What follows belongs to an exercise in optimizing a design on an open flow for small area; a production flow would make more cautious choices. In this exercise RTL edits were held to simulation tests only and were not proved equivalent to the original. The flow treats the clock pin as an ideal source, which a real chip does not have. Power figures rest on the tool's default switching activity, not on a simulated workload.

== wip/nickel ==
// jtag_txn_seq
module jtag_txn_seq #(
    parameter integer MAX_POLLS = 200
) (
    input  wire        clk,
    input  wire        rst,
    input  wire        req_valid,
    output wire        req_ready,
    input  wire [3:0]  req_cmd,
    input  wire [31:0] req_addr,
    input  wire [31:0] req_wdata,
    output wire        rsp_valid,
    input  wire        rsp_ready,
    output wire [2:0]  rsp_status,
    output wire [1:0]  rsp_kind,
    output wire [31:0] rsp_rdata,
    output wire [31:0] rsp_idcode,
    output wire        rsp_dev_found,
    output wire [7:0]  rsp_dev_desc,
    output wire [7:0]  rsp_tp_err,
    output wire        port_suspect,
    input  wire        port_resync,
    output wire [31:0] seq_status,
    output wire [31:0] dbg_poll_count,
    output wire        tp_cmd_valid,
    input  wire        tp_cmd_ready,
    output reg  [1:0]  tp_cmd_op,
    output reg  [5:0]  tp_cmd_width,
    output reg  [31:0] tp_cmd_bits,
    input  wire        tp_rsp_valid,
    input  wire        tp_rsp_ok,
    input  wire [31:0] tp_rsp_bits,
  ...
Settings: LEC_CHECK=0, ABC_AREA=1, CAP_MARGIN=0, CORE_MARGIN=2, CORE_UTILIZATION=40, CTS_BUF_LIST=sky130_fd_sc_hd__clkbuf_8, PLACE_DENSITY=0.6, SLEW_MARGIN=0; clock period 10.0 ns.
standard.sh (not shown) runs the stock make flow with config.mk's settings and CLKGATE_MAP_FILE= SYNTH_SCRIPT=/design/flow/synth_recipe.tcl, a recipe that flattens the netlist after the stock synthesis.
==> flow/flow/run.sh <==
#!/bin/bash
# Standard layout with these changes:
#  * synthesis is the standard script without the fixed adder cells, with
#    an area-oriented ABC script
#    (flow/abc_area.script) in place of ORFS's abc_area.script;
#  * the port buffers are made from the smallest buffer cell, and constant
#    outputs share one tie cell;
#  * the clock tree has no dummy balancing loads, and lightly loaded leaf
#    buffers are downsized (flow/clkresize.tcl).
set -euo pipefail
export BUFFER_PORTS_ARGS="-buffer_cell sky130_fd_sc_hd__buf_1"
export SKIP_REPAIR_TIE_FANOUT=1
export CTS_ARGS="-sink_clustering_enable -repair_clock_nets -dont_use_dummy_load -buf_list sky130_fd_sc_hd__clkbuf_8"
rm -rf scripts_abc
cp -r "$FLOW_HOME/scripts" scripts_abc
cp flow/abc_area.script scripts_abc/abc_area.script
# no fixed adder cells: ABC maps the adders with the rest of the logic
ADDER_MAP_FILE= SCRIPTS_DIR="$PWD/scripts_abc" bash standard.sh synth > synth.log 2>&1
bash standard.sh cts > cts.log 2>&1
RESULTS="$PWD/orfs/results/sky130hd/jtag_txn_seq/base" SLEW_MAX=0.115 \
  openroad -no_init -exit flow/clkresize.tcl > clkresize.log 2>&1
bash standard.sh > standard.log 2>&1
==> flow/flow/abc_area.script <==
strash
&get -n
&deepsyn -J 100
&dch -f
&nf -a -R 1000
&put
strash
&get -n
&deepsyn -J 100
&dch -f
&nf -a -R 1000
&put
strash
&get -n
&deepsyn -J 100
&dch -f
&nf -a -R 1000
&put
topo
Other scripts of this flow, unchanged in this note and not shown: flow/flow/clkresize.tcl
Having completed the whole flow, wip/nickel delivered a layout that passed the timing, design-rule and antenna checks.
Modified inputs, wip/delta compared to wip/nickel
--- a/flow/config.mk
+++ b/flow/config.mk
@@ -9 +9 @@
-export CAP_MARGIN = 0
+export CAP_MARGIN = 20
@@ -12,0 +13,2 @@
+export GPL_ROUTABILITY_DRIVEN = 0
+export GPL_TIMING_DRIVEN = 0
@@ -14 +16 @@
-export SLEW_MARGIN = 0
+export SLEW_MARGIN = 20
[summary]
The net count reported at finish in wip/delta was higher than what wip/nickel gave. Measured against each other, wip/delta and wip/nickel differ in wire length, the lower figure coming from wip/nickel. The number of library cell types mapped by synthesis on wip/nickel is in line with that on wip/delta. wip/delta vs. wip/nickel: sequential share of layout area shows a reduction of 6.9 points; number of input and output port buffers inserted grew by 2.8%. Going from wip/nickel to wip/delta, worst setup slack shrinks by 0.12 ns. Area used by sequential logic in the layout: wip/delta vs wip/nickel, no meaningful difference. Shortest clock period the worst path allows after layout: wip/delta higher than wip/nickel. Going from wip/nickel to wip/delta, non-clock buffer count grew by more than a quarter. The faster design of the two is wip/nickel; wip/delta tops out lower.
Inputs modified between wip/delta and wip/yarrow:
==> flow/flow/abc_area.script <==
strash
&get -n
&deepsyn -J 100
&dch -f
&nf -a -R 1000
&put
topo
--- a/flow/config.mk
+++ b/flow/config.mk
@@ -13,2 +12,0 @@
-export GPL_ROUTABILITY_DRIVEN = 0
-export GPL_TIMING_DRIVEN = 0
### Flow results
More vias were needed by wip/delta than by wip/yarrow. Changes observed in wip/yarrow relative to wip/delta: final clock skew held steady; number of placement rows held steady; number of global-route vias before repair shrank by about 12%. Delta (wip/yarrow minus wip/delta): clock power now sits higher; length of routed wiring on met1 saw a decrease; die area comparable. Going from wip/delta to wip/yarrow, routed via count divided by cell count grows by 5.6%. Number of signal-net buffers in the layout of wip/yarrow falls short of that of wip/delta by more than a quarter.

Setup of old:
jtag_txn_seq, a different RTL version from the one above (not shown whole).
For scale: roughly 660 cells after synthesis, ~0.0049 mm2 of cells after synthesis.
clock: 10.0 ns
lec_check: 0
abc_area: 1
cap_margin: 20
core_margin: 2
core_utilization: 40
cts_buf_list: sky130_fd_sc_hd__clkbuf_8
place_density: 0.6
slew_margin: 20
==> flow/flow/run.sh <==
#!/bin/bash
# Standard layout, with the port buffers made from the smallest buffer cell.
set -euo pipefail
export BUFFER_PORTS_ARGS="-buffer_cell sky130_fd_sc_hd__buf_1"
export SKIP_REPAIR_TIE_FANOUT=1
bash standard.sh > standard.log 2>&1
Per the final summary, old finished and its layout is clean on timing, DRC and antenna.
Inputs modified between old and new:
==> flow/flow/run.sh <==
#!/bin/bash
# Standard layout with two changes:
#  * synthesis is the standard script, with an area-oriented ABC script
#    (flow/abc_area.script) in place of ORFS's abc_area.script;
#  * the port buffers are made from the smallest buffer cell, and constant
#    outputs share one tie cell.
set -euo pipefail
export BUFFER_PORTS_ARGS="-buffer_cell sky130_fd_sc_hd__buf_1"
export SKIP_REPAIR_TIE_FANOUT=1
rm -rf scripts_abc
cp -r "$FLOW_HOME/scripts" scripts_abc
cp flow/abc_area.script scripts_abc/abc_area.script
SCRIPTS_DIR="$PWD/scripts_abc" bash standard.sh synth > synth.log 2>&1
bash standard.sh > standard.log 2>&1
==> flow/flow/abc_area.script (new file) <==
strash
&get -n
&st
&dc2
&dch -f
&nf -a -R 1000
&st
&dc2
&dch -f
&nf -a -R 1000
&st
&dc2
&dch -f
&nf -a -R 1000
&put
topo
## What came out
Taking old as the reference, in new utilization has increased, net switching component of the power has decreased, register-to-register slack has decreased.

== raven ==
jtag_txn_seq, a different RTL version from the one above (not shown whole).
Size in the first run: about 490 cells after synthesis, about 75 flip-flops, ~350 I/O pins, about 4400 um2 of cells after synthesis.
==> flow/config.mk <==
export PLATFORM = sky130hd
export DESIGN_NAME = jtag_txn_seq
export DESIGN_NICKNAME = jtag_txn_seq
export VERILOG_FILES = /design/flow/design.v
export SDC_FILE = /design/flow/constraint.sdc
export NUM_CORES = 4
export LEC_CHECK = 0
export ABC_AREA = 1
export CAP_MARGIN = 20
export CORE_MARGIN = 2
export CORE_UTILIZATION = 40
export CTS_BUF_LIST = sky130_fd_sc_hd__clkbuf_8
export PLACE_DENSITY = 0.6
export SLEW_MARGIN = 20
==> flow/constraint.sdc <==
create_clock -name core_clock -period 10.0 [get_ports {clk}]
set_input_delay 2.0000 -clock core_clock [delete_from_list [all_inputs] [get_ports {clk}]]
set_output_delay 2.0000 -clock core_clock [all_outputs]
set_load 0.01 [all_outputs]
==> flow/flow/run.sh <==
#!/bin/bash
# Standard layout with these changes:
#  * synthesis is the standard script, with an area-oriented ABC script
#    (flow/abc_area.script) in place of ORFS's abc_area.script;
#  * the port buffers are made from the smallest buffer cell, and constant
#    outputs share one tie cell;
#  * the clock tree has no dummy balancing loads, and lightly loaded leaf
#    buffers are downsized (flow/clkresize.tcl).
set -euo pipefail
export BUFFER_PORTS_ARGS="-buffer_cell sky130_fd_sc_hd__buf_1"
export SKIP_REPAIR_TIE_FANOUT=1
export CTS_ARGS="-sink_clustering_enable -repair_clock_nets -dont_use_dummy_load -buf_list sky130_fd_sc_hd__clkbuf_8"
rm -rf scripts_abc
cp -r "$FLOW_HOME/scripts" scripts_abc
cp flow/abc_area.script scripts_abc/abc_area.script
SCRIPTS_DIR="$PWD/scripts_abc" bash standard.sh synth > synth.log 2>&1
bash standard.sh cts > cts.log 2>&1
RESULTS="$PWD/orfs/results/sky130hd/jtag_txn_seq/base" SLEW_MAX=0.115 \
  openroad -no_init -exit flow/clkresize.tcl > clkresize.log 2>&1
bash standard.sh > standard.log 2>&1
==> flow/flow/clkresize.tcl <==
set R $::env(RESULTS)
set P $::env(FLOW_HOME)/platforms/sky130hd
read_lef $P/lef/sky130_fd_sc_hd.tlef
read_lef $P/lef/sky130_fd_sc_hd_merged.lef
read_liberty $P/lib/sky130_fd_sc_hd__tt_025C_1v80.lib
read_db $R/4_cts.odb
read_sdc $R/4_cts.sdc
source $P/setRC.tcl
set_propagated_clock [all_clocks]
estimate_parasitics -placement
set slew_max $::env(SLEW_MAX)

proc clk_slew {} {
  set w 0
  foreach p [get_pins -hierarchical */CLK] {
    set s [get_property $p slew_max]
    if {$s > $w} { set w $s }
  }
  return $w
}

# leaves first (buffers that drive only flip-flop clock pins), then the rest
set leaves {}
set others {}
foreach inst [get_cells -filter "ref_name==sky130_fd_sc_hd__clkbuf_8"] {
  set net [get_nets -of_objects [get_pins -of_objects $inst -filter "direction==output"]]
  set leaf 1
  foreach p [get_pins -of_objects $net -filter "direction==input"] {
    if {![string match */CLK [get_full_name $p]]} { set leaf 0 }
  }
  if {$leaf} { lappend leaves $inst } else { lappend others $inst }
}
foreach inst [concat $leaves $others] {
  replace_cell $inst sky130_fd_sc_hd__clkbuf_4
  estimate_parasitics -placement
  set s [clk_slew]
  if {$s > $slew_max} {
    replace_cell $inst sky130_fd_sc_hd__clkbuf_8
    estimate_parasitics -placement
    puts "keep [get_full_name $inst] clkbuf_8 (worst clock slew [format %.3f $s] with clkbuf_4)"
  } else {
    puts "downsize [get_full_name $inst] to clkbuf_4 (worst clock slew [format %.3f $s])"
  }
}
puts "worst clock slew [format %.3f [clk_slew]]"
write_db $R/4_cts.odb
Other scripts of this flow, unchanged in this note and not shown: flow/flow/abc_area.script
Input-level comparison between lagoon and raven:
-- flow/flow/run.sh --
<<< raven, line 2
# Standard layout with these changes:
>>> lagoon, line 2
# Standard layout with two changes:
<<< raven, line 6
#    outputs share one tie cell;
#  * the clock tree has no dummy balancing loads, and lightly loaded leaf
#    buffers are downsized (flow/clkresize.tcl).
>>> lagoon, line 6
#    outputs share one tie cell.
<<< raven, line 12
>>> lagoon, line 10
# clock tree without dummy balancing loads
<<< raven, line 17
bash standard.sh cts > cts.log 2>&1
RESULTS="$PWD/orfs/results/sky130hd/jtag_txn_seq/base" SLEW_MAX=0.115 \
  openroad -no_init -exit flow/clkresize.tcl > clkresize.log 2>&1
>>> lagoon, line 16
removed: flow/flow/clkresize.tcl
Notes after the runs:
Diff raven -> lagoon: final worst slack barely changed; via count dropped 0.65%; post-route clock period utilization barely changed.
Post-synthesis to final-layout area growth in lagoon is 1.0 points above raven.
Cell area, raven and lagoon, lower one = raven.
Compared to raven, the router laid down more metal wire for lagoon.
Compared with raven, lagoon shows a register-to-register slack that is 40 ps lower.
Overall fraction of global-route tracks in use across raven and lagoon: no real change.
There was hardly any difference in met1 track demand over resource between raven and lagoon.
Re final core utilization: lagoon is 0.41 points up on raven.
On smallest hold slack, lagoon tracks raven almost exactly.
What willow does differently from lagoon at the input level:
-- flow/flow/run.sh --
<<< lagoon, line 2
# Standard layout with two changes:
>>> willow, line 2
# Standard layout with these changes:
<<< lagoon, line 6
#    outputs share one tie cell.
>>> willow, line 6
#    outputs share one tie cell;
#  * the clock tree has no dummy balancing loads, and lightly loaded leaf
#    buffers are downsized (flow/clkresize.tcl).
<<< lagoon, line 10
# clock tree without dummy balancing loads
>>> willow, line 12
<<< lagoon, line 16
>>> willow, line 17
bash standard.sh cts > cts.log 2>&1
RESULTS="$PWD/orfs/results/sky130hd/jtag_txn_seq/base" SLEW_MAX=0.095 \
  openroad -no_init -exit flow/clkresize.tcl > clkresize.log 2>&1
==> flow/flow/clkresize.tcl (new file) <==
set R $::env(RESULTS)
set P $::env(FLOW_HOME)/platforms/sky130hd
read_lef $P/lef/sky130_fd_sc_hd.tlef
read_lef $P/lef/sky130_fd_sc_hd_merged.lef
read_liberty $P/lib/sky130_fd_sc_hd__tt_025C_1v80.lib
read_db $R/4_cts.odb
read_sdc $R/4_cts.sdc
source $P/setRC.tcl
set_propagated_clock [all_clocks]
estimate_parasitics -placement
set slew_max $::env(SLEW_MAX)

proc sink_slew {net} {
  set w 0
  foreach p [get_pins -of_objects $net -filter "direction==input"] {
    set s [get_property $p slew_max]
    if {$s > $w} { set w $s }
  }
  return $w
}

foreach inst [get_cells -filter "ref_name==sky130_fd_sc_hd__clkbuf_8"] {
  set out [get_pins -of_objects $inst -filter "direction==output"]
  set net [get_nets -of_objects $out]
  set leaf 1
  foreach p [get_pins -of_objects $net -filter "direction==input"] {
    if {![string match */CLK [get_full_name $p]]} { set leaf 0 }
  }
  if {!$leaf} continue
  replace_cell $inst sky130_fd_sc_hd__clkbuf_4
  estimate_parasitics -placement
  set s [sink_slew $net]
  if {$s > $slew_max} {
    replace_cell $inst sky130_fd_sc_hd__clkbuf_8
    estimate_parasitics -placement
    puts "keep [get_full_name $inst] clkbuf_8 (slew [format %.3f $s] with clkbuf_4)"
  } else {
    puts "downsize [get_full_name $inst] to clkbuf_4 (slew [format %.3f $s])"
  }
}
write_db $R/4_cts.odb
Notes after the runs:
Comparing lagoon with willow, the count of cells along the worst hold path came out essentially unchanged.
lagoon -> willow: hold slack flat
Delta(register clock-pin slew on the reported worst setup and hold paths, willow - lagoon) > 0
The average via count per standard cell of willow and that of lagoon are within noise of each other.
Fraction of area in multi-input gates delta (lagoon -> willow): insignificant
Measured slew at the worst slew-check pin across lagoon and willow: no real change.
Looking at internal power summed over all cells, willow sits 0.98% below lagoon.
The following lists how onyx was set up differently from willow:
-- flow/flow/run.sh --
<<< willow, line 18
RESULTS="$PWD/orfs/results/sky130hd/jtag_txn_seq/base" SLEW_MAX=0.095 \
>>> onyx, line 18
RESULTS="$PWD/orfs/results/sky130hd/jtag_txn_seq/base" SLEW_MAX=0.11 \
-- flow/flow/clkresize.tcl --
<<< willow, line 13
proc sink_slew {net} {
>>> onyx, line 13
proc clk_slew {} {
<<< willow, line 15
  foreach p [get_pins -of_objects $net -filter "direction==input"] {
>>> onyx, line 15
  foreach p [get_pins -hierarchical */CLK] {
<<< willow, line 22
>>> onyx, line 22
# leaves first (buffers that drive only flip-flop clock pins), then the rest
set leaves {}
set others {}
<<< willow, line 23
  set out [get_pins -of_objects $inst -filter "direction==output"]
  set net [get_nets -of_objects $out]
>>> onyx, line 26
  set net [get_nets -of_objects [get_pins -of_objects $inst -filter "direction==output"]]
<<< willow, line 29
  if {!$leaf} continue
>>> onyx, line 31
  if {$leaf} { lappend leaves $inst } else { lappend others $inst }
}
foreach inst [concat $leaves $others] {
<<< willow, line 32
  set s [sink_slew $net]
>>> onyx, line 36
  set s [clk_slew]
<<< willow, line 36
    puts "keep [get_full_name $inst] clkbuf_8 (slew [format %.3f $s] with clkbuf_4)"
>>> onyx, line 40
    puts "keep [get_full_name $inst] clkbuf_8 (worst clock slew [format %.3f $s] with clkbuf_4)"
<<< willow, line 38
    puts "downsize [get_full_name $inst] to clkbuf_4 (slew [format %.3f $s])"
>>> onyx, line 42
    puts "downsize [get_full_name $inst] to clkbuf_4 (worst clock slew [format %.3f $s])"
<<< willow, line 41
>>> onyx, line 45
puts "worst clock slew [format %.3f [clk_slew]]"
### Flow results
- Total length of routed met2 wires: willow and onyx compared, lower one is onyx
- On hold slack, onyx tracks willow almost exactly.
- Between onyx and willow, the synthesized instance count figures differ only marginally.
- Worst IR drop on VDD was lower in the run labelled onyx.
- | wire length after detailed routing | onyx vs willow | ≈ equal |
- Summary of onyx over willow: share of total power in combinational logic +0.6 points; total power -about 1.2%; least setup slack across all paths after layout ~0 delta.

==> re-timing with driven ports <==
No port has a modelled driver above. Below, the same layouts with a new extraction and two added sets of constraints.
Step 1 sets driving cells, clkbuf_16 on the clock port and buf_2 on the other inputs (assumed; they add their load-dependent delay and slew).
Step 2 also shifts input and output timing later by t, the mid clock arrival at the registers, as if the neighbouring blocks saw the same clock.
Three values: ideal, step 1, step 2; two values: the first two.
| run | t (ns) | setup slack, ns | worst setup path after step 2 | worst data-port slew with drivers (ns) |
|---|---|---|---|---|
| wip/nickel | 0.440 | 4.579 / 4.547 / 4.986 | register to output | 0.09 |
| wip/delta | 0.429 | 4.458 / 4.423 / 4.852 | register to output | 0.09 |
| wip/yarrow | 0.427 | 4.856 / 4.823 / 5.250 | register to output | 0.10 |
| old | 0.398 | 5.409 / 5.376 / 5.482 | input to output | 0.08 |
| new | 0.371 | 5.351 / 5.318 / 5.435 | input to output | 0.08 |
| raven | 0.440 | 5.553 / 5.532 / 5.532 | input to output | 0.09 |
| lagoon | 0.371 | 5.554 / 5.533 / 5.533 | input to output | 0.10 |
| willow | 0.372 | 5.556 / 5.535 / 5.535 | input to output | 0.09 |
| onyx | 0.433 | 5.554 / 5.532 / 5.532 | input to output | 0.10 |
After both steps setup and hold are still met in every run listed. For onyx, which loses most, drivers alone change the setup slack by -0.022 ns; drivers and shift together by -0.022 ns.
